Context: an optimization exercise on an open-source flow, tuned for small area, a short achievable clock period and few clock cycles. The choices shown serve that exercise and are no tape-out recipe.
Function was checked by simulation only, so behaviour that the tests miss may differ from the original.

==> v34 <==
==> flow/design.v (excerpt) <==
module rs_dec16 (
    input  wire       clk,
    input  wire       rst,
    input  wire       in_valid,
    input  wire [7:0] in_data,
    input  wire       in_last,
    output wire       in_ready,
    output reg        corr_valid,
    output reg  [7:0] corr_pos,
    output reg  [7:0] corr_val,
    output reg        done,
    output reg  [3:0] done_nerr,
    output reg        done_fail
);
export LEC_CHECK = 0
export CAP_MARGIN = 20
export CORE_MARGIN = 2
export CORE_UTILIZATION = 40
export CTS_CLUSTER_DIAMETER = 65
export CTS_CLUSTER_SIZE = 28
export SLEW_MARGIN = 20
create_clock -name core_clock -period 15.0 [get_ports {clk}]
standard.sh (not shown) runs the stock make flow with config.mk's settings and CLKGATE_MAP_FILE= SYNTH_SCRIPT=/design/flow/synth_recipe.tcl, a recipe that flattens the netlist after the stock synthesis.
==> flow/flow/run.sh <==
#!/bin/bash
# The standard layout (standard.sh), with one change: the port buffers
# that global placement inserts are buf_2 cells instead of the default pick,
# a slow delay cell (clkdlybuf4s50_1) that ends every output path.
# Each step's full output goes to a log file in this folder.
set -euo pipefail
export BUFFER_PORTS_ARGS="-buffer_cell sky130_fd_sc_hd__buf_2"
bash standard.sh synth > synth.log 2>&1
bash standard.sh finish > layout.log 2>&1
==> v13: changes against v34 <==
--- a/flow/design.v
+++ b/flow/design.v
@@ -88,25 +88,19 @@
             4'd4: inv16 = 4'hd;  4'd5: inv16 = 4'hb;  4'd6: inv16 = 4'h7;  4'd7: inv16 = 4'h6;
             4'd8: inv16 = 4'hf;  4'd9: inv16 = 4'h2;  4'd10: inv16 = 4'hc; 4'd11: inv16 = 4'h5;
             4'd12: inv16 = 4'ha; 4'd13: inv16 = 4'h4; 4'd14: inv16 = 4'h3; default: inv16 = 4'h8;
         endcase
     endfunction
-    function [11:0] cinv_a;
+    function [7:0] cinv;
         input [7:0] a;
-        reg [3:0] h, l;
+        reg [3:0] h, l, d, di;
         begin
             h = a[7:4];
             l = a[3:0];
-            cinv_a = {h, h ^ l, m16(m16(h, h), 4'h8) ^ m16(h, l) ^ m16(l, l)};
-        end
-    endfunction
-    function [7:0] cinv_b;
-        input [11:0] x;
-        reg [3:0] di;
-        begin
-            di = inv16(x[3:0]);
-            cinv_b = {m16(x[11:8], di), m16(x[7:4], di)};
+            d = m16(m16(h, h), 4'h8) ^ m16(h, l) ^ m16(l, l);
+            di = inv16(d);
+            cinv = {m16(h, di), m16(h ^ l, di)};
         end
     endfunction
     function [7:0] to_c;
         input [7:0] a;
         begin
@@ -156,79 +150,70 @@
             syn_nx[8*k +: 8] = (cnt == 8'd0 ? 8'h00 : gf_mulc(syn[8*k +: 8], apos(k + 1))) ^ id;
     end
     localparam [2:0] B_IDLE = 3'd0, B_SETUP = 3'd1, B_LOOP = 3'd2, B_DRAIN = 3'd3,
                      B_OMEGA = 3'd4, B_OMDR = 3'd5, B_WAIT = 3'd6;
     reg  [2:0]   bst;
-    reg          bwait;                
     reg  [127:0] sb;                   
     reg  [63:0]  lam;                  
     reg  [63:0]  bb;                   
     reg          b0;                   
     reg  [7:0]   dlc;                  
     reg  [7:0]   ginv;                 
     reg          gok;                  
-    reg  [11:0]  ba;                   
-    reg          baok;                 
     reg  [7:0]   acc;                  
     reg  [7:0]   cc;                   
     reg          lcr;                  
     reg  [3:0]   br;                   
     reg  [3:0]   bl;                   
-    reg  [3:0]   blc;                  
-    reg          ble;                  
-    reg          bov;                  
-    reg          sbz;                  
     reg  [3:0]   bw;                   
     reg  [3:0]   bj;                   
     reg  [3:0]   oi;                   
     reg  [3:0]   sidx;                 
     reg  [7:0]   rp, rq;               
     reg  [7:0]   bnpos;                
     reg          bfail, bzero;
     reg          mv, mclr, mwr;
     reg  [7:0]   mop, ms;
+    reg  [2:0]   mwi;
     reg          cbusy;
     reg  [63:0]  cl;                   
     reg  [63:0]  co;                   
     reg  [7:0]   cpos;
     reg  [3:0]   cL, cr;
     reg          cb;
     reg          p1v, p1imm, p1fail, p1root, p1last;
-    reg  [11:0]  p1lo;                 
-    reg  [7:0]   p1os;
+    reg  [7:0]   p1lo, p1os;
     reg          p2corr, p2done, p2fail;
     reg  [3:0]   p2nerr;
     reg  [7:0]   p2inv, p2os;
     wire       f_inv  = p1v && !p1imm && p1root;
-    wire [7:0] inv_o  = cinv_b(f_inv ? p1lo : ba);
-    wire [3:0] r2   = cr + {3'd0, p1root};
-    wire       bad2 = cb || (p1root && p1lo[11:4] == 8'h00);
-    wire       fin  = p1v && (p1imm || p1last || bad2 || (p1root && r2 == cL));
+    wire [7:0] inv_o  = cinv(f_inv ? p1lo : to_c(dlc));
     wire bm_idle = (bst == B_IDLE);
     wire ch_idle = !cbusy && !p1v;
-    wire ch_take = bwait && ch_idle;
+    wire ch_take = (bst == B_WAIT) && ch_idle;
     wire take = in_valid && in_rdy;
     wire proc = iv && (!il || bm_idle);
     wire hand = iv && il && bm_idle;
     wire v_nx = take || (iv && !proc);
     wire l_nx = take ? in_last : il;
     wire bm_idle_nx = (bm_idle && !hand) || ch_take;
     always @(posedge clk) begin
-        in_rdy <= !(v_nx && l_nx) || bm_idle_nx;
-        iv     <= v_nx;
-        if (take) begin
-            id <= in_data;
-            il <= in_last;
-        end
-        if (proc) begin
-            syn <= syn_nx;
-            cnt <= il ? 8'd0 : cnt + 8'd1;
-        end
         if (rst) begin
             in_rdy <= 1'b1;
             iv     <= 1'b0;
             cnt    <= 8'd0;
+        end else begin
+            in_rdy <= !(v_nx && l_nx) || bm_idle_nx;
+            iv     <= v_nx;
+            if (take) begin
+                id <= in_data;
+                il <= in_last;
+            end
+            if (proc) begin
+                syn <= syn_nx;
+                cnt <= il ? 8'd0 : cnt + 8'd1;
+            end
         end
     end
     reg  [7:0] rd_lam, rd_bb, s_m;
     always @* begin
         rd_lam = 8'h01;
@@ -240,31 +225,34 @@
             end
         s_m = 8'h00;
         for (k = 0; k < 16; k = k + 1)
             if (sidx == k) s_m = sb[8*k +: 8];
     end
-    wire [7:0] m1      = gf_mul(cc, rq);
+    wire       setup   = (bst == B_SETUP);
+    wire [7:0] m1      = gf_mul(setup ? acc : cc, setup ? ginv : rq);
     wire [7:0] lam_new = rp ^ m1;
     wire [7:0] acc_nx = (mclr ? 8'h00 : acc) ^ gf_mul(mop, ms);
     wire       dnz    = (acc != 8'h00);
-    wire       lchg   = dnz && ble;
-    wire [3:0] bl_nx  = lchg ? blc : bl;
+    wire       lchg   = dnz && ({bl, 1'b0} <= {1'b0, br});
+    wire [4:0] bl_nx  = lchg ? {1'b0, br} + 5'd1 - {1'b0, bl} : {1'b0, bl};
     always @(posedge clk) begin
-        sbz  <= (sb == 128'h0);
-        ba   <= cinv_a(dlc);
-        baok <= 1'b1;
-        if (!f_inv && baok) begin
-            ginv <= inv_o;
+        if (!f_inv) begin
+            ginv <= from_c(inv_o);
             gok  <= 1'b1;
         end
-        begin
+        if (rst) begin
+            bst <= B_IDLE;
+            mv  <= 1'b0;
+            mwr <= 1'b0;
+        end else begin
             mv  <= 1'b0;
             mwr <= 1'b0;
             if (mv) begin
                 acc <= acc_nx;
                 if (mwr)
-                    bb <= {bb[55:0], acc_nx};    
+                    for (k = 0; k < 8; k = k + 1)
+                        if (mwi == k) bb[8*k +: 8] <= acc_nx;
             end
             case (bst)
             B_IDLE: begin
                 if (hand) begin
                     sb    <= syn_nx;
@@ -273,73 +261,52 @@
                     bb    <= 64'h0;
                     b0    <= 1'b1;
                     dlc   <= 8'h01;
                     ginv  <= 8'h01;
                     gok   <= 1'b1;
-                    baok  <= 1'b0;
                     bl    <= 4'd0;
                     br    <= 4'd0;
-                    blc   <= 4'd1;
-                    ble   <= 1'b1;
-                    bov   <= 1'b0;
                     sidx  <= 4'd1;
                     bnpos <= cnt;
                     bst   <= B_SETUP;
-                    cc    <= syn_nx[7:0];
-                    rq    <= 8'h01;
                 end
             end
             B_SETUP: begin
                 bfail <= 1'b0;
                 bzero <= 1'b0;
-                if (br == 4'd1 && sbz) begin
+                if (br == 4'd0 && sb == 128'h0) begin
                     bzero <= 1'b1;
                     bst   <= B_WAIT;
-                    bwait <= 1'b1;
-                end else if (lchg && bov) begin
+                end else if (!gok) begin
+                end else if (bl_nx > 5'd8) begin
                     bfail <= 1'b1;
                     bst   <= B_WAIT;
-                    bwait <= 1'b1;
                 end else begin
                     cc  <= m1;
                     lcr <= lchg;
                     if (lchg) begin
                         lam <= {bb[55:0], 7'd0, b0};
                         bb  <= lam;
                         b0  <= 1'b1;
-                        dlc  <= to_c(acc);
-                        gok  <= 1'b0;
-                        baok <= 1'b0;
+                        dlc <= acc;
+                        gok <= 1'b0;
                     end else begin
                         bb  <= {bb[55:0], 7'd0, b0};
                         b0  <= 1'b0;
                     end
                     rp  <= lam[7:0];
                     rq  <= {7'd0, b0};
                     bw  <= 4'd1;
                     bj  <= 4'd2;
                     acc <= s_m;
-                    bl  <= bl_nx;
+                    bl  <= bl_nx[3:0];
                     br  <= br + 4'd1;
-                    if (lchg) begin
-                        blc <= bl + 4'd1;
-                        ble <= (blc <= bl);
-                        bov <= (bl >= 4'd8);
-                    end else begin
-                        blc <= blc + 4'd1;
-                        ble <= (bl <= blc);
-                        bov <= (blc >= 4'd8);
-                    end
-                    if (!lchg && bl == 4'd0) begin
+                    if (bl_nx == 5'd0) begin
                         sidx <= br + 4'd2;
                         if (br == 4'd15) begin
                             bzero <= 1'b1;
                             bst   <= B_WAIT;
-                    bwait <= 1'b1;
-                        end else begin
-                            cc    <= s_m;
-                            rq    <= from_c(ginv);
                         end
                     end else begin
                         sidx <= br;
                         bst  <= B_LOOP;
                     end
@@ -358,62 +325,49 @@
                 bj   <= bj + 4'd1;
                 sidx <= sidx - 4'd1;
                 if (bw == bl) begin
                     if (br == 4'd0) begin
                         bb   <= 64'h0;
-                        oi   <= bl - 4'd1;
+                        oi   <= 4'd0;
                         bj   <= 4'd0;
-                        sidx <= bl - 4'd1;
+                        sidx <= 4'd0;
                         bst  <= B_OMEGA;
                     end else begin
                         bst  <= B_DRAIN;
                     end
                 end
             end
             B_DRAIN: begin
-                if (gok) begin
-                    sidx <= br + 4'd1;
-                    cc   <= mv ? acc_nx : acc;
-                    rq   <= from_c(ginv);
-                    bst  <= B_SETUP;
-                end
+                sidx <= br + 4'd1;
+                bst  <= B_SETUP;
             end
             B_OMEGA: begin
                 mop  <= rd_lam;
                 ms   <= s_m;
                 mclr <= (bj == 4'd0);
                 mwr  <= (bj == oi);
+                mwi  <= oi[2:0];
                 mv   <= 1'b1;
                 if (bj == oi) begin
                     bj   <= 4'd0;
-                    oi   <= oi - 4'd1;
-                    sidx <= oi - 4'd1;
-                    if (oi == 4'd0) bst <= B_OMDR;
+                    oi   <= oi + 4'd1;
+                    sidx <= oi + 4'd1;
+                    if (oi + 4'd1 == bl) bst <= B_OMDR;
                 end else begin
                     bj   <= bj + 4'd1;
                     sidx <= sidx - 4'd1;
                 end
             end
             B_OMDR: begin
                 bst <= B_WAIT;
-                bwait <= 1'b1;
             end
             B_WAIT: begin
-                if (ch_take) begin
-                    bst   <= B_IDLE;
-                    bwait <= 1'b0;
-                end
+                if (ch_take) bst <= B_IDLE;
             end
             default: bst <= B_IDLE;
             endcase
         end
-        if (rst) begin
-            bst   <= B_IDLE;
-            bwait <= 1'b0;
-            mv  <= 1'b0;
-            mwr <= 1'b0;
-        end
     end
     reg [7:0] lam_sum, lam_odd, om_sum;
     always @* begin
         lam_sum = 8'h01;
         lam_odd = 8'h00;
@@ -422,10 +376,13 @@
             lam_sum = lam_sum ^ cl[8*k +: 8];
             if (k % 2 == 0) lam_odd = lam_odd ^ cl[8*k +: 8];
             om_sum = om_sum ^ co[8*k +: 8];
         end
     end
+    wire [3:0] r2   = cr + {3'd0, p1root};
+    wire       bad2 = cb || (p1root && p1lo == 8'h00);
+    wire       fin  = p1v && (p1imm || p1last || bad2 || (p1root && r2 == cL));
     always @(posedge clk) begin
         if (ch_take) begin
             cl <= lam;
             co <= bb;
         end else begin
@@ -434,11 +391,18 @@
                 co[8*k +: 8] <= gf_mulc(co[8*k +: 8], aneg(k + 1));
             end
         end
     end
     always @(posedge clk) begin
-        begin
+        if (rst) begin
+            cbusy  <= 1'b0;
+            p1v    <= 1'b0;
+            p2corr <= 1'b0;
+            p2done <= 1'b0;
+            cr     <= 4'd0;
+            cb     <= 1'b0;
+        end else begin
             if (ch_take) begin
                 cpos   <= bnpos;
                 cL     <= bl;
                 cr     <= 4'd0;
                 cb     <= 1'b0;
@@ -456,32 +420,27 @@
                     cb <= fin ? 1'b0 : bad2;
                 end
             end
             p1root <= (lam_sum == 8'h00);
             p1last <= (cpos == 8'd0);
-            p1lo   <= cinv_a(to_c(lam_odd));
+            p1lo   <= to_c(lam_odd);
             p1os   <= to_c(om_sum);
             p2corr <= p1v && !p1imm && p1root;
             p2done <= fin;
             p2fail <= p1imm ? p1fail : (bad2 || r2 != cL);
             p2nerr <= p1imm ? 4'd0 : cL;
             p2inv  <= inv_o;
             p2os   <= p1os;
         end
-        if (rst) begin
-            cbusy  <= 1'b0;
-            p1v    <= 1'b0;
-            p2corr <= 1'b0;
-            p2done <= 1'b0;
-        end
     end
     always @(posedge clk) begin
-        corr_valid <= p2corr;
-        done       <= p2done;
         if (rst) begin
             corr_valid <= 1'b0;
             done       <= 1'b0;
+        end else begin
+            corr_valid <= p2corr;
+            done       <= p2done;
         end
         corr_pos  <= cpos + 8'd2;
         corr_val  <= from_c(cm(p2os, p2inv));
         done_nerr <= p2nerr;
         done_fail <= p2fail;
==> flow/run.sh (new file) <==
#!/bin/bash
# synth_recipe.tcl (not shown) runs the flow's synth.tcl, then flattens the netlist and writes it again
# the make line also repeats each setting of config.mk as NAME=value (left out here)
make -C /OpenROAD-flow-scripts/flow DESIGN_CONFIG=/design/flow/config.mk WORK_HOME=/design/flow/orfs CLKGATE_MAP_FILE= SYNTH_SCRIPT=/design/flow/synth_recipe.tcl finish
--- a/flow/config.mk
+++ b/flow/config.mk
@@ -6,8 +6,6 @@
 export NUM_CORES = 4
 export LEC_CHECK = 0
 export CAP_MARGIN = 20
 export CORE_MARGIN = 2
 export CORE_UTILIZATION = 40
-export CTS_CLUSTER_DIAMETER = 65
-export CTS_CLUSTER_SIZE = 28
 export SLEW_MARGIN = 20
removed: flow/flow/run.sh
removed: flow/standard.sh
==> results.txt <==
v34 completed with no timing, DRC or antenna violations. v13 produced a clean layout. Between v13 and v34, the lower utilization is in v34 (gap 0.59 points). In v13 the worst setup slack is lower than in v34, by 1.9 ns. Clock skew: v13 is lower than v34 (0.026 ns).
==> figures <==
                                                    v34       v13
Total clock sinks                                   748       726
Buffers excl. clock                                  76        72
DPL Wire Length                                 84.1 mm   81.2 mm
Sequential area share after synthesis             47.5%     48.7%
Outcome                        timing/DRC/antenna clean  timing/DRC/antenna clean
Global-route total usage across every layer       22.2%     21.8%
Peak per-stage delay on the critical path       0.98 ns   0.97 ns
Diode count                                           1         0
Portion of netlist area occupied by mux cells     1.52%     2.53%
Simple-gate share of the synthesized area         12.0%     12.2%
Testbench counts of v34, summed over its fixed seeds: cycles 42,328.
Testbench counts of v13, summed over its fixed seeds: cycles 42,291.

[afterwards: timing with drivers on the ports]
The results above use ideal ports. As a check the final layouts listed here were re-extracted and re-timed, cells and wires unchanged.
Step 1 assumes that a clkbuf_16 drives the clock port and a buf_2 every other input.
Step 2, shift: input delay + t, output delay - t, t = (earliest + latest rising clock arrival at the registers) / 2. This alone moves slack from input paths to output paths.
Three values: no drivers, after step 1, after step 2; two values: the first two.
| run | t, ns | setup WS [ns] | hold WS [ns] | worst data-port slew with drivers (ns) |
|---|---|---|---|---|
| v34 | 0.722 | 10.656 / 10.657 / 10.657 | 0.332 / 0.332 / 0.332 | 0.15 |
| v13 | 0.703 | 8.743 / 8.743 / 8.743 | 0.376 / 0.376 / 0.376 | 0.04 |
After both steps every run listed still meets setup and hold.
